Background: an optimization exercise with open tools, aiming at small area, a short achievable clock period and few clock cycles. Do not read the settings as production practice.
Function was checked by simulation only, so behaviour that the tests miss may differ from the original.
Power is estimated from default activity; no workload was simulated.

[flow/design.v]
module fpga_disp_next (
  input  wire        rdy,
  input  wire [2:0]  st,
  input  wire        cs,
  input  wire        rst_l,
  input  wire        sclk,
  input  wire        set0,
  input  wire [8:0]  cnt,
  input  wire        aux,
  input  wire        intn,
  input  wire        redraw,
  input  wire        fb_we,
  input  wire [14:0] fb_addr,
  input  wire [7:0]  fb_data,
  output reg         rdy_i,
  output reg  [2:0]  st_i,
  output reg         set0_i,
  output reg  [8:0]  cnt_i,
  output reg         intn_i,
  output reg         redraw_i,
  output reg         we_i,
  output reg  [14:0] addr_i,
  output reg  [7:0]  data_i,
  output wire        stall_b,       
  output reg  [2:0]  st_b,
  output reg  [8:0]  cnt_b,
  output wire        aux_b,
  output reg         intn_b,
  output wire        we_b,
  output wire        cs_fall,       
  output wire        sclk_inc,      
  output wire        sclk_hit,      
  output wire [5:0]  scnt_inc,
  output wire        rst_fall,      
  output wire        rst_rise       
);
  localparam [4:0] C_SKIP = 5'd28,    
                   C_SET0 = 5'd23,    
                   C_SET1 = 5'd31;    
  localparam [14:0] A_TOP = 15'd25308;
  wire [4:0] cls   = fb_addr[4:0];    
  wire [5:0] scnt  = fb_addr[12:7];   
  wire       s_prog  = st == 3'd0;
  wire       s_cmd   = st == 3'd1;
  wire       s_param = st == 3'd2;
  wire       s_scene = st == 3'd3;
  wire       s_line  = st == 3'd4;
  wire       s_data  = st == 3'd5;
  wire       s_fill  = st[2:1] == 2'b11;
  wire [7:0] d = fb_data;             
  wire [7:0] exp_c =
    (cls == 5'd0) ? "D" :
    (cls == 5'd1) ? "a" :
    (cls == 5'd2) ? "t" :
    (cls == 5'd3) ? "e" :
    (cls == 5'd4) ? ":" :
    (cls == 5'd5) ? " " :
    (cls == 5'd6) ? "D" :
    (cls == 5'd7) ? "e" :
    (cls == 5'd8) ? "c" :
    (cls == 5'd9) ? " " :
    (cls == 5'd10) ? "1" :
    (cls == 5'd11) ? "0" :
    (cls == 5'd12) ? " " :
    (cls == 5'd13) ? "2" :
    (cls == 5'd14) ? "0" :
    (cls == 5'd15) ? "1" :
    (cls == 5'd16) ? "4" :
    (cls == 5'd17) ? " " :
    (cls == 5'd18) ? "0" :
    (cls == 5'd19) ? "8" :
    (cls == 5'd20) ? ":" :
    (cls == 5'd21) ? "3" :
    (cls == 5'd22) ? "0" :
    8'h00;
  reg [4:0] cls_n;
  always @(*) begin
    cls_n = cls;
    if (cls < 5'd23) begin
      if (d == 8'h00) cls_n = (cls < 5'd5) ? 5'd0 : C_SET1;
      else if (d == exp_c) cls_n = cls + 5'd1;    
      else cls_n = (cls < 5'd5) ? C_SKIP : C_SET1;
    end else if (cls == C_SKIP && d == 8'h00) begin
      cls_n = 5'd0;
    end
  end
  wire       col_end = cnt[7:0] == 8'd172;    
  wire       fresh   = aux && s_data;
  wire [7:0] adj_col = fresh ? ((d < 8'd148) ? d : 8'd0) : fb_addr[7:0];
  wire [14:0] a_adj  = A_TOP + adj_col + !fresh;
  always @(*) begin
    rdy_i    = rdy;
    st_i     = st;
    set0_i   = set0;
    cnt_i    = cnt;
    intn_i   = intn;
    redraw_i = redraw;
    we_i     = 1'b0;
    addr_i   = fb_addr;
    data_i   = fb_data;
    if (fb_we || fresh)
      addr_i = (col_end || fresh) ? a_adj : fb_addr - 15'd148;
    if (s_scene)
      addr_i = A_TOP;
    if (s_prog && aux)
      addr_i[4:0] = cls_n;
    if (s_prog || (s_cmd && aux))
      set0_i = cls == C_SET0;
    if (!rdy && s_cmd) begin
      rdy_i  = 1'b1;
      intn_i = 1'b1;
      if (set0) begin
        if (d == 8'h01) begin st_i = 3'd2; cnt_i = 9'd0; end
        else if (d == 8'h04) st_i = 3'd3;
        else begin intn_i = 1'b0; st_i = 3'd1; end
      end else begin
        if (d == 8'h00) ;
        else if (d == 8'h01) st_i = 3'd4;
        else if (d == 8'h02) begin redraw_i = 1'b1; intn_i = 1'b0; st_i = 3'd1; end
        else begin intn_i = 1'b0; st_i = 3'd1; end
      end
    end
    if (!rdy && s_scene) begin
      intn_i = 1'b0;
      st_i   = 3'd1;
      if (d[7:2] == 6'd0) begin
        st_i     = (d[1:0] == 2'd1) ? 3'd7 : 3'd6;
        redraw_i = 1'b1;
        we_i     = 1'b1;
        data_i   = (d[1:0] == 2'd2) ? 8'h30 : (d[1:0] == 2'd3) ? 8'h0C : 8'h00;
        cnt_i    = 9'd1;
      end else begin
        rdy_i = 1'b1;
      end
    end
    if (s_fill) begin
      we_i = 1'b1;
      if (col_end)
        cnt_i = {(fb_addr[7:0] >= 8'd49) && (fb_addr[7:0] <= 8'd96), 8'd1};
      else
        cnt_i[7:0] = cnt[7:0] + 8'd1;
      if (st[0])
        data_i = (cnt[8] && cnt[7:0] >= 8'd62 && cnt[7:0] <= 8'd109) ? 8'hFC : 8'h00;
      if (fb_addr == 15'd295) begin               
        rdy_i = 1'b1;
        st_i  = 3'd1;
      end
    end
  end
  wire trig = cnt[7:0] == 8'd188;
  assign stall_b = cs && (s_cmd || s_scene);
  assign aux_b   = cs && ((s_prog && !cnt[8] && cnt[8:1] != 8'd0) || s_line);
  assign we_b    = cs && s_data && !trig && cnt[7:0] < 8'd172;
  always @(*) begin
    st_b   = st;
    cnt_b  = cnt;
    intn_b = intn;
    if (cs) begin
      case (st)
        3'd0:  if (!cnt[8]) cnt_b = cnt + 9'd1;
        3'd2: begin
          if (cnt[1:0] == 2'd3) begin intn_b = 1'b0; st_b = 3'd1; end
          else cnt_b = cnt + 9'd1;
        end
        3'd4: begin
          cnt_b  = 9'd240;
          st_b   = 3'd5;
          intn_b = 1'b1;
        end
        3'd5: begin
          if (trig) begin
            st_b   = 3'd4;
            intn_b = 1'b0;
          end else begin
            cnt_b = cnt + 9'd1;
          end
        end
        default: ;
      endcase
    end
  end
  assign cs_fall  = cs && !s_prog;
  assign sclk_inc = !sclk && !cs && s_prog;
  assign sclk_hit = sclk_inc && scnt == 6'd19;        
  assign scnt_inc = {scnt[4:0], ~(scnt[5] ^ scnt[4])};
  assign rst_fall = rst_l;
  assign rst_rise = !rst_l;
endmodule
module fpga_disp_ctrl (
  input  wire        clk,
  input  wire        rst,        
  input  wire        ev_valid,
  output wire        ev_ready,
  input  wire [2:0]  ev_type,
  input  wire [7:0]  ev_data,
  output reg         intn,
  output reg         cdone,
  output reg         redraw,
  output reg         fb_we,
  output reg  [14:0] fb_addr,
  output reg  [7:0]  fb_data
);
  reg        rdy;           
  reg [2:0]  st;
  reg        cs, rst_l, sclk;
  reg        set0;          
  reg [8:0]  cnt;
  reg        aux;
  assign ev_ready = rdy;
  wire        rdy_i, set0_i, intn_i, redraw_i, we_i;
  wire [2:0]  st_i, st_b;
  wire [8:0]  cnt_i, cnt_b;
  wire [14:0] addr_i;
  wire [7:0]  data_i;
  wire        stall_b, aux_b, intn_b, we_b;
  wire        cs_fall, sclk_inc, sclk_hit, rst_fall, rst_rise;
  wire [5:0]  scnt_inc;
  fpga_disp_next u_next (
    .rdy(rdy), .st(st), .cs(cs), .rst_l(rst_l), .sclk(sclk), .set0(set0),
    .cnt(cnt), .aux(aux), .intn(intn), .redraw(redraw), .fb_we(fb_we),
    .fb_addr(fb_addr), .fb_data(fb_data),
    .rdy_i(rdy_i), .st_i(st_i), .set0_i(set0_i), .cnt_i(cnt_i), .intn_i(intn_i),
    .redraw_i(redraw_i), .we_i(we_i), .addr_i(addr_i), .data_i(data_i),
    .stall_b(stall_b), .st_b(st_b), .cnt_b(cnt_b), .aux_b(aux_b), .intn_b(intn_b),
    .we_b(we_b),
    .cs_fall(cs_fall), .sclk_inc(sclk_inc), .sclk_hit(sclk_hit), .scnt_inc(scnt_inc),
    .rst_fall(rst_fall), .rst_rise(rst_rise)
  );
  wire acc  = ev_valid && rdy;
  wire b0   = ev_data[0];
  wire e_b  = acc && ev_type == 3'd0;                   
  wire e_c0 = acc && ev_type == 3'd1 && !b0 && cs_fall;  
  wire e_s  = acc && ev_type == 3'd2;                   
  wire e_s1 = e_s && b0 && sclk_inc;                    
  wire e_r  = acc && ev_type == 3'd3;                   
  wire e_r0 = e_r && !b0 && rst_fall;                   
  wire e_r1 = e_r && b0 && rst_rise;                    
  wire e_n  = acc && ev_type == 3'd4;                   
  always @(posedge clk) begin
    if (rst) begin
      rdy    <= 1'b1;
      st     <= 3'd0;
      cnt    <= 9'd0;
      cs     <= 1'b0;
      rst_l  <= 1'b0;
      sclk   <= 1'b0;
      aux    <= 1'b0;
      intn   <= 1'b1;
      cdone  <= 1'b0;
      redraw <= 1'b0;
      fb_we  <= 1'b0;
    end else begin
      rdy    <= rdy_i && !(e_b && stall_b);
      st     <= e_r0 ? 3'd0 :
                (e_c0 || (e_s1 && sclk_hit)) ? 3'd1 :
                e_b ? st_b : st_i;
      cnt    <= e_r0 ? 9'd0 : e_b ? cnt_b : cnt_i;
      if (acc && ev_type == 3'd1) cs <= b0;
      if (e_r) rst_l <= b0;
      if (e_s) sclk <= b0;
      aux    <= (e_b && aux_b) || (e_s1 && sclk_hit);
      intn   <= e_r0 ? 1'b1 :
                (e_c0 || (e_s1 && sclk_hit)) ? 1'b0 :
                e_b ? intn_b : intn_i;
      cdone  <= (e_s1 && sclk_hit) ? 1'b1 : e_r1 ? 1'b0 : cdone;
      redraw <= e_n ? 1'b0 : redraw_i;
      fb_we  <= e_b ? we_b : we_i;
    end
    set0 <= set0_i;
    fb_data <= rdy ? ev_data : data_i;
    fb_addr[14:13] <= addr_i[14:13];
    fb_addr[12:7]  <= (rst || e_r0) ? 6'd0 : e_s1 ? scnt_inc : addr_i[12:7];
    fb_addr[6:5]   <= addr_i[6:5];
    fb_addr[4:0]   <= (rst || e_r0) ? 5'd0 : addr_i[4:0];
  end
endmodule
[flow/flow/run.sh]
#!/bin/bash
# Layout flow: the standard ORFS flow (standard.sh: ORFS synthesis with
# synth_recipe.tcl, floorplan, power grid, tap cells, placement, CTS, routing),
# with these changes, all passed to make as VAR=value:
#  - synthesis runs synth_recipe.tcl through flow/synth_abc.tcl, which only
#    swaps ABC's mapping script for flow/area.abc (an area-oriented mapping;
#    the flip-flops are mapped before ABC and stay as synth_recipe.tcl maps them);
#  - ADDER_MAP_FILE is empty, so adders are left to ABC as plain gates;
#  - the port buffers are plain buffers (buffer_ports -buffer_cell);
#  - any further settings in flow/extra.env, one VAR=value per line.
# make's full output goes to orfs_flow.log here; ORFS writes each step's log
# under orfs/logs/.
set -euo pipefail
here=$(pwd)
export FLOW_SYNTH_TCL="$here/synth_recipe.tcl"
export FLOW_ABC_SCRIPT="$here/flow/area.abc"
extra=("SYNTH_SCRIPT=$here/flow/synth_abc.tcl" "ADDER_MAP_FILE="
       "BUFFER_PORTS_ARGS=-buffer_cell sky130_fd_sc_hd__buf_2")
if [[ -f flow/extra.env ]]; then
  while IFS= read -r line; do
    [[ -z "$line" || "$line" == \#* ]] && continue
    extra+=("$line")
  done < flow/extra.env
fi
bash standard.sh "${extra[@]}" finish > "$here/orfs_flow.log" 2>&1
[flow/flow/area.abc]
strash
dch
map -a
topo
dnsize
[flow/flow/extra.env]
SETUP_SLACK_MARGIN=5.25
[flow/flow/synth_abc.tcl]
# The standard flow's synthesis script (synth_recipe.tcl, unchanged), with the ABC
# technology-mapping script replaced by the one in FLOW_ABC_SCRIPT. ABC maps
# only the combinational logic; the flip-flops are mapped before it.
proc abc {args} {
  set i [lsearch -exact $args -script]
  if {$i >= 0 && [info exists ::env(FLOW_ABC_SCRIPT)]} {
    lset args [expr {$i + 1}] $::env(FLOW_ABC_SCRIPT)
  }
  yosys abc {*}$args
}
source $::env(FLOW_SYNTH_TCL)
[flow/standard.sh]
#!/bin/bash
# synth_recipe.tcl (not shown) runs the flow's synth.tcl, then flattens the netlist and writes it again
# the make line also repeats each setting of config.mk as NAME=value (left out here)
make -C /OpenROAD-flow-scripts/flow DESIGN_CONFIG=/design/flow/config.mk WORK_HOME=/design/flow/orfs CLKGATE_MAP_FILE= SYNTH_SCRIPT=/design/flow/synth_recipe.tcl "${@:-finish}"
[flow/config.mk]
export PLATFORM = sky130hd
export DESIGN_NAME = fpga_disp_ctrl
export DESIGN_NICKNAME = fpga_disp_ctrl
export VERILOG_FILES = /design/flow/design.v
export SDC_FILE = /design/flow/constraint.sdc
export NUM_CORES = 4
export LEC_CHECK = 0
export ABC_AREA = 1
export CAP_MARGIN = 20
export CORE_MARGIN = 2
export CORE_UTILIZATION = 40
export CTS_BUF_LIST = sky130_fd_sc_hd__clkbuf_8
export SETUP_SLACK_MARGIN = 5
export SLEW_MARGIN = 20
export SYNTH_HIERARCHICAL = 1
export SYNTH_MINIMUM_KEEP_SIZE = 0
[flow/constraint.sdc]
create_clock -name core_clock -period 8.0 [get_ports {clk}]
set_input_delay 1.6000 -clock core_clock [delete_from_list [all_inputs] [get_ports {clk}]]
set_output_delay 1.6000 -clock core_clock [all_outputs]
set_load 0.01 [all_outputs]
==> results of run 1 <==
[state kept, by name, summed over array words and instances (netlist names), 3 cells and up]
name,count
cnt,9
fb_addr,15
fb_data,8
st,3
[timing repair]
action                                  CTS  global route
endpoints found under the setup margin   35            33
setup buffers                             7            14
pin swaps                                 6            19
hold buffers                              0             0
resized for setup                        41            55
[per-layer routing]
layer | vias to the layer above | global-route usage (%) | wire [microns]
li1 | 2301 | - | -
met1 | 2132 | 35.6 | 5830
met2 | 234 | 42.9 | 6170
met3 | 46 | 4.71 | 1060
met4 | 0 | 11.5 | 476
met5 | - | 0 | 0
[Yosys stat by module (local to each module, per instance)]
module / cells / area [sq um]
fpga_disp_ctrl: 183 / 1470
fpga_disp_next: 458 / 2170
[metrics by stage]
step	instances	hold slack (ns)	util, %
final	811	0.475	51.4
after floorplan	641	0.434	-
after global routing	811	0.492	51.4
after CTS	797	0.481	48.6
after global placement	783	0.454	45.4
after detailed placement	783	0.461	45.4
[final timing paths]
path / from / to / slack, ns / cells past startpoint
hold reg to reg: cdone$_SDFFE_PP0P_ / cdone$_SDFFE_PP0P_ / 0.48 / 2
setup / recovery: fb_addr[0]$_SDFF_PP0_ / fb_addr[0]$_SDFF_PP0_ / 5.28 / 18
setup reg to reg: fb_addr[0]$_SDFF_PP0_ / fb_addr[0]$_SDFF_PP0_ / 5.28 / 18
hold / removal: cdone$_SDFFE_PP0P_ / cdone$_SDFFE_PP0P_ / 0.48 / 2
[synth_stat cells]
| master | n |
|---|---|
| o31ai_1 | 2 |
| buf_1 | 1 |
| xnor2_1 | 4 |
| or2_2 | 1 |
| o21ai_0 | 53 |
| o211ai_1 | 2 |
| a21oi_1 | 63 |
| o21a_1 | 1 |
| o221ai_1 | 3 |
| nor3b_1 | 1 |
| a22oi_1 | 5 |
| clkinv_1 | 104 |
| nor3_1 | 21 |
| nor4_1 | 2 |
| nand2_1 | 128 |
| a211oi_1 | 2 |
| nand3_1 | 16 |
| buf_4 | 6 |
| nor2_1 | 125 |
| a31oi_1 | 18 |
| a32oi_1 | 4 |
| nand4_1 | 7 |
| a2111oi_0 | 1 |
| o32ai_1 | 4 |
| a221oi_1 | 3 |
| o22ai_1 | 8 |
| o311ai_0 | 1 |
| a32o_1 | 1 |
| o41ai_1 | 1 |
| o2111ai_1 | 2 |
| xor2_1 | 5 |
| a41oi_1 | 1 |
| dfxtp_1 | 45 |
[final cells by class]
cell class	instances	area [sq um]	share of cell area, %
multi-input cells	485	2530	56.3
flip-flops and latches	45	935	20.7
inverters	104	425	9.44
repair buffers	62	367	8.14
well taps	108	135	3.00
clock buffers	5	68.8	1.53
clock inverters	2	38.8	0.861
[cells by family after synthesis]
| family | share of synthesized area (%) |
|---|---|
| AND/OR/NAND/NOR | 33.1 |
| AO/OA/AOI/OAI | 28.0 |
| buffers and inverters | 12.1 |
| flip-flops | 24.7 |
| XOR/XNOR | 2.16 |
[power by group through the flow]
stage                     registers [mW]  clock network [mW]  logic [mW]
after CTS                          0.255               0.184      0.0928
final                              0.254               0.183       0.102
after global routing               0.256               0.190       0.112
after detailed placement           0.260                   0      0.0898
after floorplan                    0.260                   0      0.0553
after global placement             0.260                   0      0.0904
[worst max-delay path, delay by kind of cell (launching register included)]
kind                      cells  cell delay [ns]
AOI/OAI and AO/OA             7             1.03
and+or+nand+nor               7             0.78
DFF                           1             0.41
buffers and inverters         3             0.23
xor gates and xnor gates      1             0.18
==> flow_summary.json, run 1 <==
{
  "clk_latency_ns": 0.32,
  "p_sw_mw": 0.173,
  "yosysTopAreaCell": "dfxtp_1",
  "cts_tree": "yes",
  "hp-class": "flop to flop",
  "cpPeakStageDelay_ns": 0.41,
  "antenna_cells": 0,
  "ant_nets": 0,
  "avgSynthCellArea_sq_um": 5.68,
  "drv_cap": 0,
  "cellPowerDensity_mw_per_mm2": 120,
  "clk_pin_slew_ns": 0.10,
  "fin_tns_setup_ns": 0,
  "grt_pass1_wl_microns": 21200,
  "power_frac_clock_pct": 33.9,
  "end_kind": "flop",
  "htreeDepth": 2,
  "slew_viol_final": 0,
  "max-vdd-ir-drop_mv": 0.0803,
  "critPathRequiredTime_ns": 8.25,
  "worst_pin_slew_ns": 0.918,
  "crit_chain": "clkinv_4 -> nor2_4 -> inv_4 -> nor2_4 -> nor2_2 -> a32oi_1 -> o211ai_1 -> a21oi_1 -> o21ai_1 -> a21oi_1 -> xor2_1 -> nand3_1 -> nor2_2 -> nand2_1 -> o21ai_0 -> a32o_1 -> clkinv_1 -> nor2_1",
  "area_growth_pct": 23.7,
  "swShare_pct": 32.1,
  "layout.nets": 717,
  "wl_per_cell_microns": 16.7,
  "ys_seq_area_share_pct": 24.7,
  "p_total_mw": 0.539,
  "vias_per_cell": 5.81,
  "vias": 4713,
  "ys_ff_latch": 45,
  "synth_cells": 641,
  "num-fill-cells": 940,
  "grt_overflow": 0,
  "final.min_clock_period_ns": 2.72,
  "root_buffer": "clkbuf_8",
  "portBuffers": 41,
  "drc": 0,
  "row_count": 34,
  "start_util_pct": 41.6,
  "leakage_nw": 1.69,
  "arrival_ns": 2.97,
  "mostFrequentLayoutCells": "127 x nand2_1, 100 x nor2_1, 85 x clkinv_1",
  "first_pass_iters": 7,
  "finalHoldViolCount": 0,
  "drive_above_1_share_pct": 20.3,
  "netlist-cell-type-count": 33,
  "cts_buffers": 5,
  "slowest_stage": "dfxtp_4",
  "p_int_mw": 0.366,
  "combPwrFrac_pct": 19.0,
  "critical_path_class": "flop to flop",
  "routed_wl_microns": 13500,
  "die_y_microns": 99.4,
  "max_freq_mhz": 368,
  "slew_headroom_pct": 38.1,
  "dieArea_sq_mm": 0.00989,
  "antenna_found_initial": 0,
  "final_common_cell": "nand2_1",
  "core_area_sq_mm": 0.00876,
  "ios": 42,
  "design_area_sq_mm": 0.00450,
  "preCtsSetupSlack_ns": 4.66,
  "drt_iter0_markers": 397,
  "gp_congestion": 0.978,
  "critPathLaunchType": "flop",
  "clock-sinks": 45,
  "grtUsageTotal_pct": 26.8,
  "syn-num-nets": 655,
  "finalCritPeriodShare_pct": 34.0,
  "worst_slack_ns": 5.28,
  "setup_violations": 0,
  "syn_area_sq_mm": 0.00364,
  "pwr-share-seq_pct": 47.1,
  "hpwl_microns": 10100,
  "grt_pass1_vias": 4290,
  "clockBufferDepth": 2,
  "status": "complete, no violations",
  "placed_cell_area_sq_mm": 0.00398,
  "synth_top_area_share_pct": 24.7,
  "finClkSkew_ns": 0.00912,
  "yosysWarnings": 8,
  "die_w_microns": 99.4,
  "rsz0062_at_grt": "true",
  "grt_max_degree": 17,
  "ys_top_cells_by_area": "dfxtp_1 25%, nand2_1 13%, nor2_1 13%, clkinv_1 11%, a21oi_1 8.7%",
  "critPathMaxFanout": 7
}
Testbench counts, summed over its fixed seeds: cycles 661,383.
==> run 2, diff against run 1 <==
--- a/flow/design.v
+++ b/flow/design.v
@@ -104,6 +104,13 @@
       addr_i = A_TOP;
     if (s_prog && aux)
       addr_i[4:0] = cls_n;
+    if (s_prog && !rdy) begin
+      rdy_i        = 1'b1;
+      intn_i       = 1'b1;
+      cnt_i        = 9'd0;
+      addr_i[12:7] = 6'd0;
+      addr_i[4:0]  = 5'd0;
+    end
     if (s_prog || (s_cmd && aux))
       set0_i = cls == C_SET0;
     if (!rdy && s_cmd) begin
@@ -238,39 +245,33 @@
   wire e_n  = acc && ev_type == 3'd4;                   
   always @(posedge clk) begin
     if (rst) begin
-      rdy    <= 1'b1;
+      rdy    <= 1'b0;           
       st     <= 3'd0;
-      cnt    <= 9'd0;
       cs     <= 1'b0;
       rst_l  <= 1'b0;
       sclk   <= 1'b0;
-      aux    <= 1'b0;
-      intn   <= 1'b1;
       cdone  <= 1'b0;
       redraw <= 1'b0;
       fb_we  <= 1'b0;
     end else begin
-      rdy    <= rdy_i && !(e_b && stall_b);
+      rdy    <= !e_r0 && rdy_i && !(e_b && stall_b);
       st     <= e_r0 ? 3'd0 :
                 (e_c0 || (e_s1 && sclk_hit)) ? 3'd1 :
                 e_b ? st_b : st_i;
-      cnt    <= e_r0 ? 9'd0 : e_b ? cnt_b : cnt_i;
       if (acc && ev_type == 3'd1) cs <= b0;
       if (e_r) rst_l <= b0;
       if (e_s) sclk <= b0;
-      aux    <= (e_b && aux_b) || (e_s1 && sclk_hit);
-      intn   <= e_r0 ? 1'b1 :
-                (e_c0 || (e_s1 && sclk_hit)) ? 1'b0 :
-                e_b ? intn_b : intn_i;
       cdone  <= (e_s1 && sclk_hit) ? 1'b1 : e_r1 ? 1'b0 : cdone;
       redraw <= e_n ? 1'b0 : redraw_i;
       fb_we  <= e_b ? we_b : we_i;
     end
-    set0 <= set0_i;
+    cnt    <= e_b ? cnt_b : cnt_i;
+    aux    <= (e_b && aux_b) || (e_s1 && sclk_hit);
+    intn   <= (e_c0 || (e_s1 && sclk_hit)) ? 1'b0 : e_b ? intn_b : intn_i;
+    set0   <= set0_i;
     fb_data <= rdy ? ev_data : data_i;
     fb_addr[14:13] <= addr_i[14:13];
-    fb_addr[12:7]  <= (rst || e_r0) ? 6'd0 : e_s1 ? scnt_inc : addr_i[12:7];
-    fb_addr[6:5]   <= addr_i[6:5];
-    fb_addr[4:0]   <= (rst || e_r0) ? 5'd0 : addr_i[4:0];
+    fb_addr[12:7]  <= e_s1 ? scnt_inc : addr_i[12:7];
+    fb_addr[6:0]   <= addr_i[6:0];
   end
 endmodule
==> run 2 against run 1 <==
Total power down 16%; maximum frequency up 2.3%; final area down 0.94%; via count down 5.9%; die area down 1.1%; largest power group unchanged; register-to-register slack better by 0.07 ns.
==> flow_summary.json, run 2 <==
{
  "grt_pass1_wl_microns": 19100,
  "max_freq_mhz": 377,
  "synth_cells": 617,
  "dp.cells": 760,
  "critical_path_class": "flop to primary output",
  "r2r_cells": 16,
  "arrival_ns": 1.06,
  "top_register": "fb_addr",
  "setup_violations": 0,
  "finClkSkew_ns": 0.00861,
  "p_int_mw": 0.335,
  "end_kind": "primary output",
  "antenna_found_initial": 0,
  "hp-class": "flop to flop",
  "ys_seq_area_share_pct": 25.0,
  "ys_top_cells_by_area": "dfxtp_1 25%, nand2_1 15%, nor2_1 12%, clkinv_1 10%, a21oi_1 5.8%",
  "critPathMaxFanout": 15,
  "final_common_cell": "nand2_1",
  "yosysMostFrequentCell": "nand2_1",
  "ios": 42,
  "p_total_mw": 0.453,
  "synth-edff-count": 0,
  "p_sw_mw": 0.118,
  "ys.flop_type": "dfxtp_1",
  "finalNonFillerCells": 795,
  "rsz0062_at_grt": "true",
  "layout.nets": 701,
  "top_regs": "fb_addr x15, cnt x9, fb_data x8",
  "status": "complete, no violations",
  "yosysTopAreaCell": "dfxtp_1",
  "cts_tree": "yes",
  "grt_max_degree": 20,
  "ant_nets": 0,
  "final.min_clock_period_ns": 2.66,
  "mostFrequentLayoutCells": "137 x nand2_1, 91 x nor2_1, 86 x clkinv_1",
  "fin_util_pct": 51.2,
  "drc": 0,
  "syn_area_sq_mm": 0.00360,
  "clk_pin_slew_ns": 0.09,
  "portBuffers": 41,
  "clk_latency_ns": 0.31,
  "finalHoldViolCount": 0,
  "syn-num-nets": 631,
  "critPathLaunchType": "flop",
  "cts_buffers": 5,
  "grt_overflow": 0,
  "swShare_pct": 26.0,
  "max-vdd-ir-drop_mv": 0.0575,
  "ys_ff_latch": 45,
  "combPwrFrac_pct": 9.5,
  "critPathRequiredTime_ns": 6.40,
  "clock-sinks": 45,
  "netlist_top_cells_count": "140 x nand2_1, 114 x nor2_1, 100 x clkinv_1",
  "slew_viol_final": 0,
  "grtUsageTotal_pct": 23.9,
  "die_y_microns": 98.9,
  "placed_cell_area_sq_mm": 0.00396,
  "dieArea_sq_mm": 0.00978,
  "regToRegStartpoint": "fb_addr[2]$_DFF_P_",
  "vias": 4436,
  "clockBufferDepth": 2,
  "design_area_sq_mm": 0.00446,
  "hold_path_end": "cdone$_SDFFE_PP0P_",
  "yosysWarnings": 8,
  "leakage_nw": 1.71,
  "worst_pin_slew_ns": 0.726,
  "vias_per_cell": 5.58,
  "routed_wl_microns": 12000,
  "min_from": "cdone$_SDFFE_PP0P_",
  "rrSetupSlack_ns": 5.35,
  "drt_iter0_markers": 367,
  "area_growth_pct": 23.9,
  "root_buffer": "clkbuf_8",
  "power_frac_clock_pct": 38.4,
  "row_count": 34,
  "wl_per_cell_microns": 15.1,
  "slew_headroom_pct": 51.4,
  "finalCritPeriodShare_pct": 33.2,
  "gp_congestion": 0.910,
  "hpwl_microns": 9060,
  "hold_path_depth": 2,
  "first_pass_iters": 5,
  "avgSynthCellArea_sq_um": 5.84,
  "largest_register_ffs": 15,
  "num-fill-cells": 928,
  "drv_cap": 0,
  "netlist-cell-type-count": 36,
  "async_flop_share_pct": 0,
  "fin_tns_setup_ns": 0,
  "die_w_microns": 98.9,
  "r2r-end": "fb_addr[3]$_DFF_P_",
  "core_area_sq_mm": 0.00872,
  "cellPowerDensity_mw_per_mm2": 102,
  "antenna_cells": 0,
  "drive_above_1_share_pct": 21.8,
  "pwr-share-seq_pct": 52.1,
  "grt_pass1_vias": 3806,
  "synth_top_area_share_pct": 25.0,
  "htreeDepth": 2,
  "start_util_pct": 41.3
}
-- run 2: worst max-delay path, cell delays in order (launching register included) --
cell,delay [ns]
dfxtp_1,0.32
buf_4,0.24
buf_2,0.18
-- run 2: layout make-up --
class / count / area (sq um) / share of cell area, %
Clock buffer: 5 / 68.8 / 1.54
Tap cell: 108 / 135 / 3.03
Timing Repair Buffer: 70 / 430 / 9.65
Multi-Input combinational cell: 465 / 2460 / 55.2
Sequential cell: 45 / 930 / 20.8
Inverter: 100 / 399 / 8.95
Clock inverter: 2 / 35.0 / 0.785
-- run 2: worst max path at each step --
| stage | slack, ns | to | from | depth (start not counted) |
|---|---|---|---|---|
| CTS | 5.27 | fb_addr[3]$_DFF_P_ | fb_addr[2]$_DFF_P_ | 16 |
| floorplan | 5.25 | st[1]$_SDFF_PP0_ | ev_valid | 10 |
| global route | 5.16 | fb_addr[14]$_DFF_P_ | fb_addr[2]$_DFF_P_ | 17 |
| finish | 5.34 | ev_ready | rdy$_SDFF_PP0_ | 2 |
| global placement | 4.78 | fb_addr[3]$_DFF_P_ | fb_addr[4]$_DFF_P_ | 16 |
| detailed placement | 4.63 | fb_addr[3]$_DFF_P_ | fb_addr[4]$_DFF_P_ | 16 |
-- run 2: logic make-up after synthesis --
group / count (synthesis) / synth area share (%)
xor gates and xnor gates: 10 / 2.43
and+or+nand+nor: 316 / 35.9
DFF: 45 / 25.0
buffers and inverters: 107 / 11.8
AOI/OAI and AO/OA: 132 / 22.7
muxes: 7 / 2.19
-- run 2: per-module statistics from Yosys, one instance, submodules excluded --
module          area, sq um  times used
fpga_disp_ctrl         1400           1
fpga_disp_next         2200           1
-- run 2: what timing repair did --
action                                  CTS  global route
buffers inserted                          5            23
endpoints found under the hold margin     0             0
hold buffers                              0             0
endpoints found under the setup margin   25            36
gates resized for setup                  25            48
pin swaps                                 2            13
-- run 2: per-stage QoR --
| stage | hold slack [ns] | setup WS [ns] |
|---|---|---|
| after floorplan | 0.434 | 5.25 |
| after global placement | 0.447 | 4.78 |
| after detailed placement | 0.454 | 4.63 |
| after CTS | 0.470 | 5.27 |
| after global routing | 0.498 | 5.16 |
| final | 0.466 | 5.34 |
-- run 2: routing by layer --
metal  GRT usage (%)  vias up  wire [microns]
met2            36.5      183            5260
li1                -     2214               -
met4            5.58        0             149
met3            3.19       16             827
met1            35.5     2023            5760
met5               0        -               0
-- run 2: power groups by stage --
stage / sequential (mW) / combinational (mW) / clock, mW
2_1_floorplan: 0.243 / 0.0232 / 0
3_3_place_gp: 0.243 / 0.0412 / 0
3_5_place_dp: 0.243 / 0.0415 / 0
4_1_cts: 0.237 / 0.0418 / 0.181
5_1_grt: 0.237 / 0.0477 / 0.189
6_report: 0.236 / 0.0430 / 0.174
Testbench counts of run 2, summed over its fixed seeds: cycles 661,407.
==> run 3, diff against run 2 <==
==> flow/flow/area.abc (replaced) <==
strash
dch -f
map -a
strash
dch -f
map -a
strash
dch -f
map -a
topo
dnsize
==> run 3 against run 2 <==
Utilization is 1.8 points lower; critical endpoint is now fb_addr[7]; register-to-register slack better by 0.06 ns; still clean; largest power group unchanged; area after synthesis is 2.9% lower; sequential power hardly changed; highest routed layer unchanged; sequential cell count stayed put; routed wire length is 2.5% lower; critical path depth is 1 lower; die area is 2.8% lower; first-iteration DRC count is 28% lower; via count is 2.3% lower; global-route usage is 0.16 points higher.
==> flow_summary.json, run 3 <==
{
  "vias_per_cell": 5.66,
  "synth-xor-area-share_pct": 1.75,
  "max_freq_mhz": 373,
  "finalHoldViolCount": 0,
  "p_int_mw": 0.339,
  "rsz0062_at_grt": "true",
  "core_area_sq_mm": 0.00859,
  "setup_violations": 0,
  "synth_top_family_by_area": "simple AND/OR/NAND/NOR gates",
  "combPwrFrac_pct": 10.0,
  "routed_wl_microns": 11700,
  "syn-num-nets": 616,
  "grtUsageTotal_pct": 24.0,
  "hp-class": "flop to flop",
  "min_from": "cdone$_SDFFE_PP0P_",
  "finClkSkew_ns": 0.0184,
  "grt_max_degree": 17,
  "wl_per_cell_microns": 15.3,
  "portBuffers": 41,
  "synth_top_area_share_pct": 25.8,
  "pwr-share-seq_pct": 51.4,
  "drt_iter0_markers": 264,
  "slew_viol_final": 0,
  "row_count": 34,
  "synthAdderAreaFrac_pct": 0,
  "top_regs": "fb_addr x15, cnt x9, fb_data x8",
  "synthMuxAreaShare_pct": 2.25,
  "ys_top_cells_by_area": "dfxtp_1 26%, nand2_1 13%, nor2_1 11%, clkinv_1 11%, a21oi_1 7.6%",
  "root_buffer": "clkbuf_8",
  "cts_tree": "yes",
  "cp_num_buf_inv": 1,
  "area_growth_pct": 21.3,
  "netlist-cell-type-count": 29,
  "ys.flop_type": "dfxtp_1",
  "drive_above_1_share_pct": 20.4,
  "rrSetupSlack_ns": 5.41,
  "avgSynthCellArea_sq_um": 5.81,
  "grt_pass1_vias": 4017,
  "yosysWarnings": 8,
  "status": "complete, no violations",
  "critPathRequiredTime_ns": 6.40,
  "clk_latency_ns": 0.31,
  "ant_nets": 0,
  "p_total_mw": 0.461,
  "power_frac_clock_pct": 38.6,
  "critPathLaunchType": "flop",
  "dieArea_sq_mm": 0.00950,
  "die_w_microns": 97.5,
  "end_kind": "primary output",
  "crit_chain": "buf_2",
  "cpPeakStageDelay_ns": 0.57,
  "preCtsSetupSlack_ns": 4.64,
  "startpoint": "fb_addr[7]$_DFF_P_",
  "synth-simple-area-share_pct": 31.8,
  "start_util_pct": 40.7,
  "ios": 42,
  "htreeDepth": 2,
  "yosysTopAreaCell": "dfxtp_1",
  "fin_tns_setup_ns": 0,
  "grt_pass1_wl_microns": 18900,
  "grt_overflow": 0,
  "drv_cap": 0,
  "cellPowerDensity_mw_per_mm2": 109,
  "max-vdd-ir-drop_mv": 0.0758,
  "drc": 0,
  "leakage_nw": 1.65,
  "top_register": "fb_addr",
  "worst_pin_slew_ns": 0.584,
  "largest_register_ffs": 15,
  "async_flop_share_pct": 0,
  "first_pass_iters": 7,
  "die_y_microns": 97.5,
  "critical_path_class": "flop to primary output",
  "ctsHoldBuffers": 0,
  "path_delay_family": "flip-flops",
  "clock-sinks": 45,
  "antenna_cells": 0,
  "clk_pin_slew_ns": 0.10,
  "swShare_pct": 26.5,
  "clockBufferDepth": 2,
  "slowest_stage": "dfxtp_1",
  "synth_cells": 602,
  "cts_buffers": 5,
  "critPathMaxFanout": 9,
  "gp_congestion": 0.954,
  "mostFrequentLayoutCells": "115 x nand2_1, 86 x nor2_1, 83 x clkinv_1",
  "ys_seq_area_share_pct": 25.8,
  "netlist_top_cells_count": "124 x nand2_1, 107 x nor2_1, 105 x clkinv_1",
  "hpwl_microns": 8950,
  "antenna_found_initial": 0,
  "final_common_cell": "nand2_1",
  "finalCritPeriodShare_pct": 33.5,
  "slew_headroom_pct": 60.6,
  "synth-edff-count": 0,
  "p_sw_mw": 0.122,
  "final.min_clock_period_ns": 2.68,
  "arrival_ns": 1.08,
  "synth-compound-area-share_pct": 25.7,
  "syn_area_sq_mm": 0.00350,
  "yosysMostFrequentCell": "nand2_1",
  "regToRegStartpoint": "st[2]$_SDFF_PP0_",
  "layout.nets": 671,
  "ys_ff_latch": 45,
  "vias": 4332,
  "worst_slack_ns": 5.32
}
==> run 3: cell types whose count changed after synthesis, moves of 4 or more <==
cell,change
nand4_1,-4
clkinv_1,+5
nand2_1,-16
nor2_1,-7
nor3_1,-6
or2_2,-4
o22ai_1,+6
o21ai_0,+12
a211oi_1,+4
o211ai_1,-5
a21oi_1,+11
==> run 3: cell type report <==
type	count	area [sq um]
Tap cell	108	135
Multi-Input combinational cell	445	2360
Fill cell	916	4350
Clock inverter	3	42.5
Clock buffer	5	68.8
Sequential cell	45	912
Timing Repair Buffer	55	310
Inverter	105	415
==> run 3: kinds of logic after synthesis <==
logic type             after synthesis
AO/OA/AOI/OAI                      154
XOR/XNOR                             7
buffers and inverters              112
flip-flops                          45
multiplexers                         7
AND/OR/NAND/NOR                    277
==> run 3: worst paths after layout <==
path         cells after the start                 end
max                              1          fb_addr[7]
max reg2reg                     19  fb_addr[2]$_DFF_P_
min                              2  cdone$_SDFFE_PP0P_
min reg2reg                      2  cdone$_SDFFE_PP0P_
==> run 3: modules after synthesis (local to each module, per instance) <==
module          flip-flops and latches  area (sq um)  copies in the design
fpga_disp_ctrl                      45          1400                     1
fpga_disp_next                       0          2100                     1
==> run 3: repair_timing <==
action / in CTS / in global routing
endpoints found under the setup margin: 34 / 35
setup buffers: 7 / 6
resized for setup: 26 / 44
pin swaps: 2 / 7
==> run 3: power groups by stage <==
stage          clock [mW]  combinational (mW)  sequential, mW
2_1_floorplan           0              0.0242           0.243
3_3_place_gp            0              0.0438           0.242
3_5_place_dp            0              0.0436           0.243
4_1_cts             0.183              0.0442           0.237
5_1_grt             0.190              0.0513           0.238
6_report            0.178              0.0462           0.237
==> run 3: routing by layer <==
layer / vias to the layer above / GRT usage (%) / wire, microns
li1: 2135 / - / -
met1: 1980 / 28.3 / 4690
met2: 181 / 43.8 / 5890
met3: 36 / 3.45 / 715
met4: 0 / 8.97 / 402
met5: - / 0 / 0
==> run 3: per-stage QoR <==
stage / cell area (sq um) / instances / util [%] / hold slack (ns)
after floorplan: 3550 / 602 / - / 0.434
after global placement: 3850 / 745 / 44.8 / 0.449
after detailed placement: 3850 / 745 / 44.8 / 0.453
after CTS: 4080 / 760 / 47.4 / 0.468
after global routing: 4240 / 766 / 49.3 / 0.488
final: 4240 / 766 / 49.3 / 0.462
==> run 4, diff against run 3 <==
==> flow/flow/area.abc (replaced) <==
strash
dch
map -a
topo
dnsize
==> flow/flow/extra.env (replaced) <==
SETUP_SLACK_MARGIN=5.25
BUFFER_PORTS_ARGS=-buffer_cell sky130_fd_sc_hd__buf_1
==> run 4 against run 3 <==
Still clean on timing, DRC and antenna; via count increased by 2.9%; routed wire length rose by 3.3%; register-to-register slack worse by 0.06 ns; global-route usage increased by 0.33 points; critical path type is now flop to flop; highest routed layer unchanged.
==> flow_summary.json, run 4 <==
{
  "status": "complete, no violations",
  "p_sw_mw": 0.126,
  "critPathRequiredTime_ns": 8.21,
  "cp_num_buf_inv": 3,
  "r2r_cells": 16,
  "grt_pass1_vias": 3961,
  "ant_nets": 0,
  "hold_path_end": "sclk$_SDFFE_PP0N_",
  "yosysMostFrequentCell": "nand2_1",
  "cts_buffers": 5,
  "vias_per_cell": 5.62,
  "dr_wl_met3_microns": 799,
  "ctsHoldBuffers": 0,
  "avgSynthCellArea_sq_um": 5.84,
  "path_delay_family": "compound AO/OA/AOI/OAI gates",
  "rsz0062_at_grt": "true",
  "hp-class": "flop to flop",
  "max_freq_mhz": 377,
  "wl_met2_microns": 5210,
  "clock-sinks": 45,
  "largest_register_ffs": 15,
  "area_growth_pct": 22.8,
  "hpwl_microns": 9010,
  "drt_iter0_markers": 325,
  "async_flop_share_pct": 0,
  "swShare_pct": 28.7,
  "final_common_cell": "nand2_1",
  "ys_seq_area_share_pct": 25.0,
  "yosysTopAreaCell": "dfxtp_1",
  "leakage_nw": 1.57,
  "mostFrequentLayoutCells": "136 x nand2_1, 87 x nor2_1, 83 x clkinv_1",
  "max-vdd-ir-drop_mv": 0.0681,
  "critPathLaunchType": "flop",
  "die_y_microns": 98.9,
  "top_layer": "met4",
  "dieArea_sq_mm": 0.00978,
  "r2r-end": "fb_addr[1]$_DFF_P_",
  "critPathMaxFanout": 6,
  "clockBufferDepth": 2,
  "die_w_microns": 98.9,
  "routedLengthMet1_microns": 5890,
  "fin_tns_setup_ns": 0,
  "startpoint": "fb_addr[1]$_DFF_P_",
  "antenna_found_initial": 0,
  "synth_top_area_share_pct": 25.0,
  "core_area_sq_mm": 0.00872,
  "synth_cells": 617,
  "netlist-cell-type-count": 36,
  "grtUsageTotal_pct": 24.3,
  "clk_latency_ns": 0.31,
  "finClkSkew_ns": 0.00818,
  "dp.cells": 761,
  "finalCritPeriodShare_pct": 33.2,
  "power_frac_clock_pct": 36.8,
  "arrival_ns": 2.86,
  "finalHoldViolCount": 0,
  "finalNonFillerCells": 793,
  "critical_path_class": "flop to flop",
  "ys_ff_latch": 45,
  "p_int_mw": 0.313,
  "ys.flop_type": "dfxtp_1",
  "first_pass_iters": 5,
  "top_register": "fb_addr",
  "regToRegStartpoint": "fb_addr[1]$_DFF_P_",
  "clk_pin_slew_ns": 0.10,
  "drv_cap": 0,
  "min_from": "sclk$_SDFFE_PP0N_",
  "wl_per_cell_microns": 15.2,
  "crit_path_frequent_cell": "nor2_2",
  "gp_congestion": 0.897,
  "syn_area_sq_mm": 0.00360,
  "cpPeakStageDelay_ns": 0.42,
  "layout.nets": 698,
  "pwr-share-seq_pct": 53.8,
  "slew_viol_final": 0,
  "yosysWarnings": 8,
  "drc": 0,
  "htreeDepth": 2,
  "rrSetupSlack_ns": 5.35,
  "grt_overflow": 0,
  "portBuffers": 41,
  "ios": 42,
  "ys_top_cells_by_area": "dfxtp_1 25%, nand2_1 15%, nor2_1 12%, clkinv_1 10%, a21oi_1 5.8%",
  "num-fill-cells": 921,
  "top_regs": "fb_addr x15, cnt x9, fb_data x8",
  "worst_pin_slew_ns": 0.727,
  "slowest_stage": "dfxtp_4",
  "netlist_top_cells_count": "140 x nand2_1, 114 x nor2_1, 100 x clkinv_1",
  "routed_wl_microns": 12100,
  "antenna_cells": 0,
  "grt_pass1_wl_microns": 19600,
  "synth-edff-count": 0,
  "end_kind": "flop",
  "grt_max_degree": 18,
  "root_buffer": "clkbuf_8",
  "setup_violations": 0,
  "final.min_clock_period_ns": 2.65,
  "hold_path_depth": 2,
  "cellPowerDensity_mw_per_mm2": 99.2,
  "vias": 4456,
  "row_count": 34,
  "drive_above_1_share_pct": 17.2,
  "crit_chain": "clkinvlp_4 -> nor2_4 -> inv_4 -> nor2_2 -> nor2_1 -> a32oi_2 -> o211ai_1 -> a311oi_2 -> nand2_1 -> nand4_1 -> nor3_2 -> nand2_2 -> clkinv_1 -> nor2_2 -> o22ai_1 -> a221oi_1",
  "slew_headroom_pct": 51.3,
  "combPwrFrac_pct": 9.4,
  "cts_tree": "yes",
  "syn-num-nets": 631,
  "start_util_pct": 41.3
}
[run 4: cell families (layout without fill, tap and decap cells)]
kind of cell / after synthesis / count (layout) / synth area share (%)
XOR/XNOR: 10 / 10 / 2.43
buffers and inverters: 107 / 175 / 11.8
AO/OA/AOI/OAI: 132 / 132 / 22.7
AND/OR/NAND/NOR: 316 / 316 / 35.9
flip-flops: 45 / 45 / 25.0
multiplexers: 7 / 7 / 2.19
[run 4: repair_timing]
action,CTS,global route
cloned,0,0
gates resized for setup,24,57
endpoints found under the setup margin,24,35
buffers inserted,5,19
pin swaps,2,9
[run 4: how the worst max path moves through the flow]
stage / slack, ns / to / cells after the start
6_report: 5.35 / fb_addr[1]$_DFF_P_ / 16
5_1_grt: 5.14 / fb_addr[1]$_DFF_P_ / 16
4_1_cts: 5.21 / fb_addr[1]$_DFF_P_ / 16
3_5_place_dp: 4.50 / fb_addr[1]$_DFF_P_ / 15
3_3_place_gp: 4.70 / fb_addr[3]$_DFF_P_ / 16
2_1_floorplan: 5.25 / st[1]$_SDFF_PP0_ / 10
[run 4: modules after synthesis, one instance, submodules excluded]
| module | flops+latches | times used | cells |
|---|---|---|---|
| fpga_disp_next | 0 | 1 | 460 |
| fpga_disp_ctrl | 45 | 1 | 157 |
[run 4: area by class of cell]
type                    instances  area [sq um]  share of cell area [%]
inverters                     100           403                    9.11
clock inverters                 2          13.8                   0.311
repair buffers                 67           362                    8.18
well taps                     108           135                    3.06
multi-input cells             465          2490                    56.4
flip-flops and latches         45           932                    21.1
clock buffers                   6          82.6                    1.87
[run 4: routing by layer]
layer	global-route usage, %	vias up
met4	6.11	0
met3	3.90	17
met2	36.1	174
met5	0	-
li1	-	2207
met1	36.7	2058
[run 4: power by group through the flow]
stage                     Sequential (mW)  Combinational, mW  Clock (mW)
after floorplan                     0.243             0.0232           0
after global placement              0.243             0.0392           0
after detailed placement            0.243             0.0396           0
after CTS                           0.237             0.0400       0.165
after global routing                0.237             0.0463       0.173
final                               0.236             0.0412       0.161
[run 4: worst reg2reg max path, cell delays in order, from the launching register on]
cell and delay [ns]:
dfxtp_4 0.42, clkinvlp_4 0.13, nor2_4 0.14, inv_4 0.07, nor2_2 0.10, nor2_1 0.09
a32oi_2 0.21, o211ai_1 0.14, a311oi_2 0.36, nand2_1 0.09, nand4_1 0.11, nor3_2 0.07
nand2_2 0.09, clkinv_1 0.11, nor2_2 0.12, o22ai_1 0.08, a221oi_1 0.23
[run 4: stage by stage]
| stage | cell area, sq um | util (%) | hold WS (ns) | total power, mW | setup WS, ns |
|---|---|---|---|---|---|
| 2_1_floorplan | 3660 | - | 0.434 | 0.266 | 5.25 |
| 3_3_place_gp | 3920 | 44.9 | 0.447 | 0.282 | 4.70 |
| 3_5_place_dp | 3920 | 44.9 | 0.457 | 0.283 | 4.50 |
| 4_1_cts | 4120 | 47.2 | 0.474 | 0.442 | 5.21 |
| 5_1_grt | 4420 | 50.7 | 0.484 | 0.456 | 5.14 |
| 6_report | 4420 | 50.7 | 0.475 | 0.438 | 5.35 |
==> run 5, diff against run 4 <==
==> flow/flow/area.abc (replaced) <==
strash
dch -f
map -a
strash
dch -f
map -a
strash
dch -f
map -a
topo
dnsize
==> flow/flow/extra.env (replaced) <==
SETUP_SLACK_MARGIN=5.35
BUFFER_PORTS_ARGS=-buffer_cell sky130_fd_sc_hd__buf_1
==> run 5 against run 4 <==
Critical path type is now flop to primary output; combinational power up 4%; area after synthesis down 2.9%; register-to-register slack better by 0.05 ns; clock skew up 0.0050 ns; via count down 1.3%.
==> flow_summary.json, run 5 <==
{
  "synth_cells": 602,
  "dieArea_sq_mm": 0.00950,
  "die_w_microns": 97.5,
  "area_growth_pct": 25.7,
  "use_met3_pct": 3.45,
  "r2r-end": "fb_addr[1]$_DFF_P_",
  "grt_overflow": 0,
  "netlist-cell-type-count": 29,
  "slew_headroom_pct": 58.8,
  "synth_top_family_by_area": "simple AND/OR/NAND/NOR gates",
  "ctsHoldBuffers": 0,
  "top_regs": "fb_addr x15, cnt x9, fb_data x8",
  "clock-sinks": 45,
  "grtUsageTotal_pct": 24.3,
  "ys.flop_type": "dfxtp_1",
  "portBuffers": 41,
  "crit_chain": "buf_4 -> buf_1",
  "cellPowerDensity_mw_per_mm2": 105,
  "yosysMostFrequentCell": "nand2_1",
  "netlist_top_cells_count": "124 x nand2_1, 107 x nor2_1, 105 x clkinv_1",
  "hold_path_depth": 2,
  "p_total_mw": 0.460,
  "r2r_cells": 13,
  "multiInputGateArea_sq_mm": 0.00242,
  "leakage_nw": 1.61,
  "rrSetupSlack_ns": 5.40,
  "end_kind": "primary output",
  "layout.nets": 685,
  "row_count": 34,
  "seq_area_sq_um": 928,
  "vias": 4398,
  "clockBufferDepth": 2,
  "clk_pin_slew_ns": 0.09,
  "critPathRequiredTime_ns": 6.40,
  "cp_num_buf_inv": 2,
  "final_common_cell": "nand2_1",
  "hold_path_end": "cdone$_SDFFE_PP0P_",
  "cts_tree": "yes",
  "status": "complete, no violations",
  "root_buffer": "clkbuf_8",
  "setup_violations": 0,
  "gp_congestion": 0.967,
  "hpwl_microns": 8870,
  "async_flop_share_pct": 0,
  "drv_cap": 0,
  "vias_per_cell": 5.64,
  "critical_path_class": "flop to primary output",
  "antenna_found_initial": 0,
  "grt_pass1_vias": 4057,
  "grt_pass1_wl_microns": 19100,
  "syn_area_sq_mm": 0.00350,
  "slew_viol_final": 0,
  "clk_latency_ns": 0.31,
  "yosysWarnings": 8,
  "synth-simple-area-share_pct": 31.8,
  "synth_top_area_share_pct": 25.8,
  "routed_wl_microns": 12100,
  "synth-xor-area-share_pct": 1.75,
  "antenna_cells": 0,
  "ios": 42,
  "htreeDepth": 2,
  "max-vdd-ir-drop_mv": 0.0644,
  "max_freq_mhz": 377,
  "avgSynthCellArea_sq_um": 5.81,
  "ant_nets": 0,
  "use_met2_pct": 42.9,
  "regToRegStartpoint": "fb_addr[3]$_DFF_P_",
  "drc": 0,
  "largest_register_ffs": 15,
  "fin_tns_setup_ns": 0,
  "die_y_microns": 97.5,
  "syn-num-nets": 616,
  "hp-class": "flop to flop",
  "drive_above_1_share_pct": 19.3,
  "first_pass_iters": 5,
  "core_area_sq_mm": 0.00859,
  "drt_iter0_markers": 319,
  "synthAdderAreaFrac_pct": 0,
  "cts_buffers": 5,
  "yosysTopAreaCell": "dfxtp_1",
  "top_register": "fb_addr",
  "num-fill-cells": 892,
  "slowest_stage": "dfxtp_4",
  "ys_top_cells_by_area": "dfxtp_1 26%, nand2_1 13%, nor2_1 11%, clkinv_1 11%, a21oi_1 7.6%",
  "final.min_clock_period_ns": 2.66,
  "ys_seq_area_share_pct": 25.8,
  "start_util_pct": 40.7,
  "min_from": "cdone$_SDFFE_PP0P_",
  "wl_per_cell_microns": 15.6,
  "mostFrequentLayoutCells": "113 x nand2_1, 81 x nor2_1, 78 x clkinv_1",
  "synth-compound-area-share_pct": 25.7,
  "ys_ff_latch": 45,
  "finClkSkew_ns": 0.0131,
  "critPathMaxFanout": 7,
  "path_delay_family": "flip-flops",
  "cpPeakStageDelay_ns": 0.41,
  "finalCritPeriodShare_pct": 33.2,
  "gr-usage-met1_pct": 28.9,
  "finalHoldViolCount": 0,
  "grt_max_degree": 17,
  "critPathLaunchType": "flop",
  "rsz0062_at_grt": "true",
  "synth-edff-count": 0,
  "worst_pin_slew_ns": 0.611,
  "synthMuxAreaShare_pct": 2.25,
  "grt_busiest_layer": "met2",
  "arrival_ns": 1.06
}
-- run 5: through the flow --
step	utilization, %	instances	worst slack, ns	instance area (sq um)	hold slack [ns]
global route	51.1	780	5.30	4390	0.518
finish	51.1	780	5.34	4390	0.463
CTS	48.0	764	5.35	4120	0.467
global placement	44.3	744	4.70	3810	0.448
detailed placement	44.3	744	4.56	3810	0.453
floorplan	-	602	5.26	3570	0.434
-- run 5: worst max path at each step --
stage                     depth (start not counted)               end  slack (ns)                from
after floorplan                                  11  st[1]$_SDFF_PP0_        5.26            ev_valid
after global placement                            6  st[0]$_SDFF_PP0_        4.70          ev_type[0]
after detailed placement                          6  st[0]$_SDFF_PP0_        4.56          ev_type[0]
after CTS                                        11  st[0]$_SDFF_PP0_        5.35            ev_valid
after global routing                             13  st[0]$_SDFF_PP0_        5.30    st[0]$_SDFF_PP0_
final                                             2        fb_addr[2]        5.34  fb_addr[2]$_DFF_P_
-- run 5: final cells by class --
type,instances,area share (%)
Timing Repair Buffer,69,8.32
Clock buffer,5,1.57
Inverter,105,9.80
Clock inverter,3,0.968
Sequential cell,45,21.1
Multi-Input combinational cell,445,55.1
Tap cell,108,3.08
-- run 5: cell families (layout without fill, tap and decap cells) --
logic type             Yosys count  count (layout)
XOR/XNOR                         7               7
multiplexers                     7               7
buffers and inverters          112             182
flip-flops                      45              45
AND/OR/NAND/NOR                277             277
AO/OA/AOI/OAI                  154             154
-- run 5: per-layer routing --
metal | routed length, microns | up-vias | share of wire, %
li1 | - | 2166 | -
met1 | 5010 | 1992 | 41
met2 | 5950 | 187 | 49
met3 | 684 | 53 | 5.6
met4 | 492 | 0 | 4.1
met5 | 0 | - | 0
-- run 5: Yosys stat by module (local to each module, per instance) --
module | times used | area (sq um)
fpga_disp_ctrl | 1 | 1400
fpga_disp_next | 1 | 2100
-- run 5: where the power goes --
group	switching, mW	leakage [nW]	internal, mW	total (mW)
sequential	0.0103	0.372	0.227	0.238
combinational	0.0267	1.18	0.0163	0.0430
clock	0.0865	0.0595	0.0927	0.179
total	0.124	1.61	0.336	0.460
-- run 5: repair_timing --
item	in CTS	in global routing
gates resized for setup	46	57
buffers inserted	12	16
setup endpoints to repair	39	35
pin swaps	5	11
-- run 5: tightest hold or removal path: stages (launching register included) --
cell	delay [ns]
dfxtp_1	0.31
nand2_1	0.06
a21oi_1	0.05
==> run 6, diff against run 5 <==
==> flow/flow/extra.env (replaced) <==
SETUP_SLACK_MARGIN=5.15
BUFFER_PORTS_ARGS=-buffer_cell sky130_fd_sc_hd__buf_1
==> run 6 against run 5 <==
Still clean on timing, DRC and antenna; hold slack improved by 0.0026 ns; worst setup slack got worse by 0.072 ns; routed wire length fell by 6.5%; sequential cell count did not move; combinational power fell by 4%; count of clock-buffer cells in the layout did not move; synthesized cell count did not move; area after synthesis did not move; cell count fell by 1.9%; total power fell by 6.7%; final area fell by 6.4%; sequential power barely moved; critical endpoint is now fb_addr[2]$_DFF_P_; largest power group unchanged.
==> flow_summary.json, run 6 <==
{
  "critical_path_class": "flop to flop",
  "layout.nets": 670,
  "yosysWarnings": 8,
  "portBuffers": 41,
  "synth-edff-count": 0,
  "ys_seq_area_share_pct": 25.8,
  "yosysTopAreaCell": "dfxtp_1",
  "netlist_top_cells_count": "124 x nand2_1, 107 x nor2_1, 105 x clkinv_1",
  "die_y_microns": 97.5,
  "antenna_cells": 0,
  "drt_iter0_markers": 285,
  "fin_tns_setup_ns": 0,
  "final_common_cell": "nand2_1",
  "ys_top_cells_by_area": "dfxtp_1 26%, nand2_1 13%, nor2_1 11%, clkinv_1 11%, a21oi_1 7.6%",
  "vias": 4281,
  "max_freq_mhz": 367,
  "max-vdd-ir-drop_mv": 0.0748,
  "clk_pin_slew_ns": 0.10,
  "leakage_nw": 1.46,
  "start_util_pct": 40.7,
  "async_flop_share_pct": 0,
  "synth_top_area_share_pct": 25.8,
  "ant_nets": 0,
  "yosysMostFrequentCell": "nand2_1",
  "critPathLaunchType": "flop",
  "root_buffer": "clkbuf_8",
  "dieArea_sq_mm": 0.00950,
  "preCtsSetupSlack_ns": 4.66,
  "cts_tree": "yes",
  "mostFrequentLayoutCells": "120 x nand2_1, 91 x nor2_1, 86 x clkinv_1",
  "slew_viol_final": 0,
  "avgSynthCellArea_sq_um": 5.81,
  "clockBufferDepth": 2,
  "row_count": 34,
  "slew_headroom_pct": 58.6,
  "synth_cells": 602,
  "setup_violations": 0,
  "first_pass_iters": 5,
  "finClkSkew_ns": 0.0112,
  "critPathMaxFanout": 11,
  "hp-class": "flop to flop",
  "finalHoldViolCount": 0,
  "end_kind": "flop",
  "critPathRequiredTime_ns": 8.17,
  "ys.flop_type": "dfxtp_1",
  "die_w_microns": 97.5,
  "hpwl_microns": 8710,
  "gp_congestion": 1.01,
  "ctsHoldBuffers": 0,
  "core_area_sq_mm": 0.00859,
  "wl_per_cell_microns": 14.8,
  "area_growth_pct": 17.6,
  "cts_buffers": 5,
  "top_regs": "fb_addr x15, cnt x9, fb_data x8",
  "design_area_sq_mm": 0.00411,
  "drv_cap": 0,
  "htreeDepth": 2,
  "largest_register_ffs": 15,
  "grt_pass1_wl_microns": 18500,
  "top_register": "fb_addr",
  "worst_slack_ns": 5.27,
  "status": "complete, no violations",
  "grt_max_degree": 17,
  "syn_area_sq_mm": 0.00350,
  "cellPowerDensity_mw_per_mm2": 104,
  "worst_pin_slew_ns": 0.619,
  "p_total_mw": 0.429,
  "ys_ff_latch": 45,
  "vias_per_cell": 5.60,
  "ios": 42,
  "placed_cell_area_sq_mm": 0.00377,
  "arrival_ns": 2.90,
  "antenna_found_initial": 0,
  "final.min_clock_period_ns": 2.73,
  "finalCritPeriodShare_pct": 34.1,
  "clk_latency_ns": 0.31,
  "netlist-cell-type-count": 29,
  "drc": 0,
  "drive_above_1_share_pct": 12.2,
  "grt_overflow": 0,
  "grtUsageTotal_pct": 23.2,
  "clock-sinks": 45,
  "routed_wl_microns": 11300,
  "grt_pass1_vias": 3943,
  "rsz0062_at_grt": "true",
  "syn-num-nets": 616
}
run 6: layout make-up:
| cell class | instances | area (sq um) |
|---|---|---|
| clock inverters | 3 | 21.3 |
| repair buffers | 54 | 251 |
| flip-flops and latches | 45 | 918 |
| multi-input cells | 445 | 2300 |
| inverters | 105 | 417 |
| fillers | 936 | 4480 |
| clock buffers | 5 | 68.8 |
| well taps | 108 | 135 |
run 6: power by group:
group	total [mW]	switching (mW)	internal (mW)
Combinational	0.0411	0.0254	0.0157
Sequential	0.237	0.00923	0.228
Clock	0.151	0.0886	0.0622
Total	0.429	0.123	0.306
run 6: timing repair:
item,CTS,global route
buffers inserted,0,13
setup endpoints to repair,36,36
pin swaps,0,4
gates resized for setup,22,38
run 6: worst paths after layout:
path | from | end | slack, ns | depth (start not counted)
max reg2reg | fb_addr[2]$_DFF_P_ | fb_addr[2]$_DFF_P_ | 5.27 | 14
min | cdone$_SDFFE_PP0P_ | cdone$_SDFFE_PP0P_ | 0.47 | 2
min reg2reg | cdone$_SDFFE_PP0P_ | cdone$_SDFFE_PP0P_ | 0.47 | 2
max | fb_addr[2]$_DFF_P_ | fb_addr[2]$_DFF_P_ | 5.27 | 14
run 6: worst max-delay path, stage by stage (launching register included):
cell and delay (ns):
dfxtp_2 0.50, clkinv_1 0.28, nor2_1 0.30, nand2_1 0.16
clkinv_1 0.09, nand2_1 0.10, o221ai_1 0.11, nor2_1 0.08
xor2_1 0.16, nand4_1 0.15, nor2_2 0.20, buf_4 0.15
o21ai_0 0.08, a21oi_1 0.16, nor3_1 0.07
run 6: logic make-up (layout without fill, tap and decap cells):
group           after synthesis  count (layout)  synth area share, %
flops                        45              45                 25.8
mux                           7               7                 2.25
buf+inv                     112             167                 12.7
simple gates                277             277                 31.8
xor+xnor                      7               7                 1.75
compound gates              154             154                 25.7
run 6: Yosys stat by module, one instance, submodules excluded:
module	copies in the design	flip-flops and latches	cells inside
fpga_disp_ctrl	1	45	155
fpga_disp_next	1	0	447
run 6: stage by stage:
| stage | cells | hold WS [ns] | util (%) |
|---|---|---|---|
| after floorplan | 602 | 0.434 | - |
| after global placement | 744 | 0.447 | 43.9 |
| after detailed placement | 744 | 0.454 | 43.9 |
| after CTS | 752 | 0.470 | 45.6 |
| after global routing | 765 | 0.487 | 47.8 |
| final | 765 | 0.466 | 47.8 |
run 6: routing by layer:
metal	share of wire, %	GRT usage [%]
met1	43	27.9
met3	4.8	3.53
met5	0	0
met2	50	42.0
met4	2.5	7.48
==> run 7, diff against run 6 <==
==> flow/flow/area.abc (replaced) <==
strash
dch -f
map -a
strash
dch -f
map -a
strash
dch -f
map -a
strash
dch -f
map -a
strash
dch -f
map -a
topo
dnsize
==> flow/flow/extra.env (replaced) <==
SETUP_SLACK_MARGIN=5.25
BUFFER_PORTS_ARGS=-buffer_cell sky130_fd_sc_hd__buf_1
==> run 7 against run 6 <==
Hold slack gained 0.010 ns; highest routed layer unchanged; utilization up 2.9 points; sequential power about the same; final area increased by 2.3%; count of clock-buffer cells in the layout unchanged; first-iteration DRC count down 2.8%.
==> flow_summary.json, run 7 <==
{
  "vias_per_cell": 5.55,
  "grt_pass1_vias": 4052,
  "gr-usage-met1_pct": 29.4,
  "yosysWarnings": 8,
  "slew_headroom_pct": 55.7,
  "finalHoldViolCount": 0,
  "synth_top_area_share_pct": 26.1,
  "critical_path_class": "flop to primary output",
  "top_regs": "fb_addr x15, cnt x9, fb_data x8",
  "routed_wl_microns": 11400,
  "cellPowerDensity_mw_per_mm2": 109,
  "synth_cells": 593,
  "synth-edff-count": 0,
  "finClkSkew_ns": 0.00795,
  "max-vdd-ir-drop_mv": 0.0675,
  "path_delay_family": "flip-flops",
  "core_area_sq_mm": 0.00830,
  "grt_overflow": 0,
  "avgSynthCellArea_sq_um": 5.83,
  "placed_cell_area_sq_mm": 0.00378,
  "design_area_sq_mm": 0.00421,
  "drc": 0,
  "ant_nets": 0,
  "crit_chain": "buf_1",
  "grt_pass1_wl_microns": 18800,
  "worst_pin_slew_ns": 0.659,
  "hpwl_microns": 8710,
  "final_common_cell": "nand2_1",
  "area_growth_pct": 21.8,
  "critPathRequiredTime_ns": 6.40,
  "die_y_microns": 97.0,
  "dieArea_sq_mm": 0.00940,
  "final.min_clock_period_ns": 2.70,
  "mostFrequentLayoutCells": "117 x nand2_1, 81 x clkinv_1, 78 x nor2_1",
  "use_met2_pct": 42.5,
  "start_util_pct": 41.6,
  "arrival_ns": 1.10,
  "async_flop_share_pct": 0,
  "clockBufferDepth": 2,
  "layout.nets": 668,
  "clk_latency_ns": 0.31,
  "slowest_stage": "dfxtp_1",
  "max_freq_mhz": 370,
  "ios": 42,
  "cpPeakStageDelay_ns": 0.60,
  "drv_cap": 0,
  "drive_above_1_share_pct": 15.9,
  "finalCritPeriodShare_pct": 33.8,
  "use_met3_pct": 3.03,
  "htreeDepth": 2,
  "row_count": 33,
  "status": "complete, no violations",
  "ys_ff_latch": 45,
  "drt_iter0_markers": 277,
  "gp_congestion": 0.943,
  "netlist_top_cells_count": "123 x nand2_1, 104 x nor2_1, 99 x clkinv_1",
  "grtUsageTotal_pct": 23.8,
  "rsz0062_at_grt": "true",
  "top_register": "fb_addr",
  "ys.flop_type": "dfxtp_1",
  "portBuffers": 41,
  "yosysMostFrequentCell": "nand2_1",
  "ctsHoldBuffers": 0,
  "fin_tns_setup_ns": 0,
  "clk_pin_slew_ns": 0.10,
  "antenna_cells": 0,
  "antenna_found_initial": 0,
  "largest_register_ffs": 15,
  "root_buffer": "clkbuf_8",
  "syn-num-nets": 607,
  "yosysTopAreaCell": "dfxtp_1",
  "first_pass_iters": 5,
  "cp_num_buf_inv": 1,
  "syn_area_sq_mm": 0.00346,
  "cts_buffers": 5,
  "slew_viol_final": 0,
  "grt_busiest_layer": "met2",
  "critPathMaxFanout": 11,
  "netlist-cell-type-count": 34,
  "wl_per_cell_microns": 15.0,
  "clock-sinks": 45,
  "vias": 4217,
  "grt_max_degree": 17,
  "ys_seq_area_share_pct": 26.1,
  "die_w_microns": 97.0,
  "ys_top_cells_by_area": "dfxtp_1 26%, nand2_1 13%, nor2_1 11%, clkinv_1 11%, o21ai_0 7.2%",
  "critPathLaunchType": "flop",
  "leakage_nw": 1.49,
  "cts_tree": "yes",
  "end_kind": "primary output",
  "setup_violations": 0,
  "hp-class": "flop to flop"
}
-- run 7: cell types whose count changed after synthesis, moves of 2 or more --
cell      previous run  this run
a21oi_1             53        49
nor2_1             107       104
nand3_1             16        18
a22oi_1              3         1
xor2_1               7         3
o22ai_1             15        12
o21ai_0             46        50
nor3_1              20        25
clkinv_1           105        99
a31oi_1              9        12
-- run 7: final timing paths --
check	start	end	slack, ns	cells after the start
setup reg to reg	st[2]$_SDFF_PP0_	fb_addr[8]$_DFF_P_	5.37	25
setup / recovery	fb_addr[7]$_DFF_P_	fb_addr[7]	5.30	1
hold / removal	sclk$_SDFFE_PP0N_	sclk$_SDFFE_PP0N_	0.48	2
hold reg to reg	sclk$_SDFFE_PP0N_	sclk$_SDFFE_PP0N_	0.48	2
-- run 7: Yosys stat by module, one instance, submodules excluded --
| module | times used | cell area (sq um) | cells |
|---|---|---|---|
| fpga_disp_next | 1 | 2060 | 438 |
| fpga_disp_ctrl | 1 | 1400 | 155 |
-- run 7: kinds of logic (layout without fill, tap and decap cells) --
family	Yosys count	count (layout)	share of synthesized area, %
xor+xnor	3	3	0.760
mux	7	7	2.28
buf+inv	106	168	12.2
flops	45	45	26.1
compound gates	154	154	26.4
simple gates	278	278	32.4
-- run 7: repair_timing --
item                                    4_1_cts  5_1_grt
setup buffers                                11        8
pin swaps                                     5        8
endpoints found under the setup margin       35       32
gates resized for setup                      27       37
-- run 7: routing by layer --
layer,up-vias,wire length (microns)
met4,0,306
met3,27,448
met2,111,5640
li1,2123,-
met5,-,0
met1,1956,5010
-- run 7: final cells by class --
cell class                 instances  area (sq um)
fill                             883          4090
multi-input combinational        442          2340
sequential                        45           917
inverter                          99           398
timing repair buffer              61           309
tap                              105           131
clock buffer                       5          68.8
clock inverter                     3          43.8
-- run 7: stage by stage --
stage / hold WS (ns) / power (mW) / util [%] / setup slack (ns) / std cells
2_1_floorplan: 0.434 / 0.267 / - / 5.24 / 593
3_3_place_gp: 0.453 / 0.282 / 45.6 / 4.73 / 733
3_5_place_dp: 0.462 / 0.283 / 45.6 / 4.65 / 733
4_1_cts: 0.478 / 0.462 / 48.7 / 5.25 / 752
5_1_grt: 0.510 / 0.479 / 50.7 / 5.13 / 760
6_report: 0.476 / 0.460 / 50.7 / 5.30 / 760
-- run 7: power breakdown --
group          internal, mW  switching, mW
logic                0.0153         0.0251
clock network        0.0939         0.0888
registers             0.228        0.00927
total                 0.337          0.123
-- run 7: worst register-to-register path, delay by kind of cell, from the launching register on --
kind            cells  cell delay, ns
compound gates      3            0.38
buf+inv             9            0.75
flops               1            0.36
simple gates       13            1.10

==> static timing again, ports no longer ideal <==
In the flow no input, the clock included, has a driving cell. The finished layouts below were timed again as built, in two steps.
Step 1: set_driving_cell puts a clkbuf_16 on clk and a buf_2 on each other input, an assumption about the parent block.
Step 2, shift: input delay + t, output delay - t, t = (earliest + latest rising clock arrival at the registers) / 2. This alone moves slack from input paths to output paths.
a / b / c = ideal / step 1 / step 2; a / b = the first two.
| run | t, ns | setup WS [ns] |
|---|---|---|
| run 1 | 0.348 | 5.284 / 5.262 / 5.043 |
| run 2 | 0.337 | 5.344 / 5.312 / 5.084 |
| run 3 | 0.333 | 5.317 / 5.287 / 5.048 |
| run 4 | 0.337 | 5.346 / 5.337 / 5.043 |
| run 5 | 0.336 | 5.344 / 5.312 / 5.098 |
| run 6 | 0.332 | 5.273 / 5.273 / 4.995 |
| run 7 | 0.336 | 5.298 / 5.265 / 5.050 |
After both steps setup and hold are still met in every run listed.
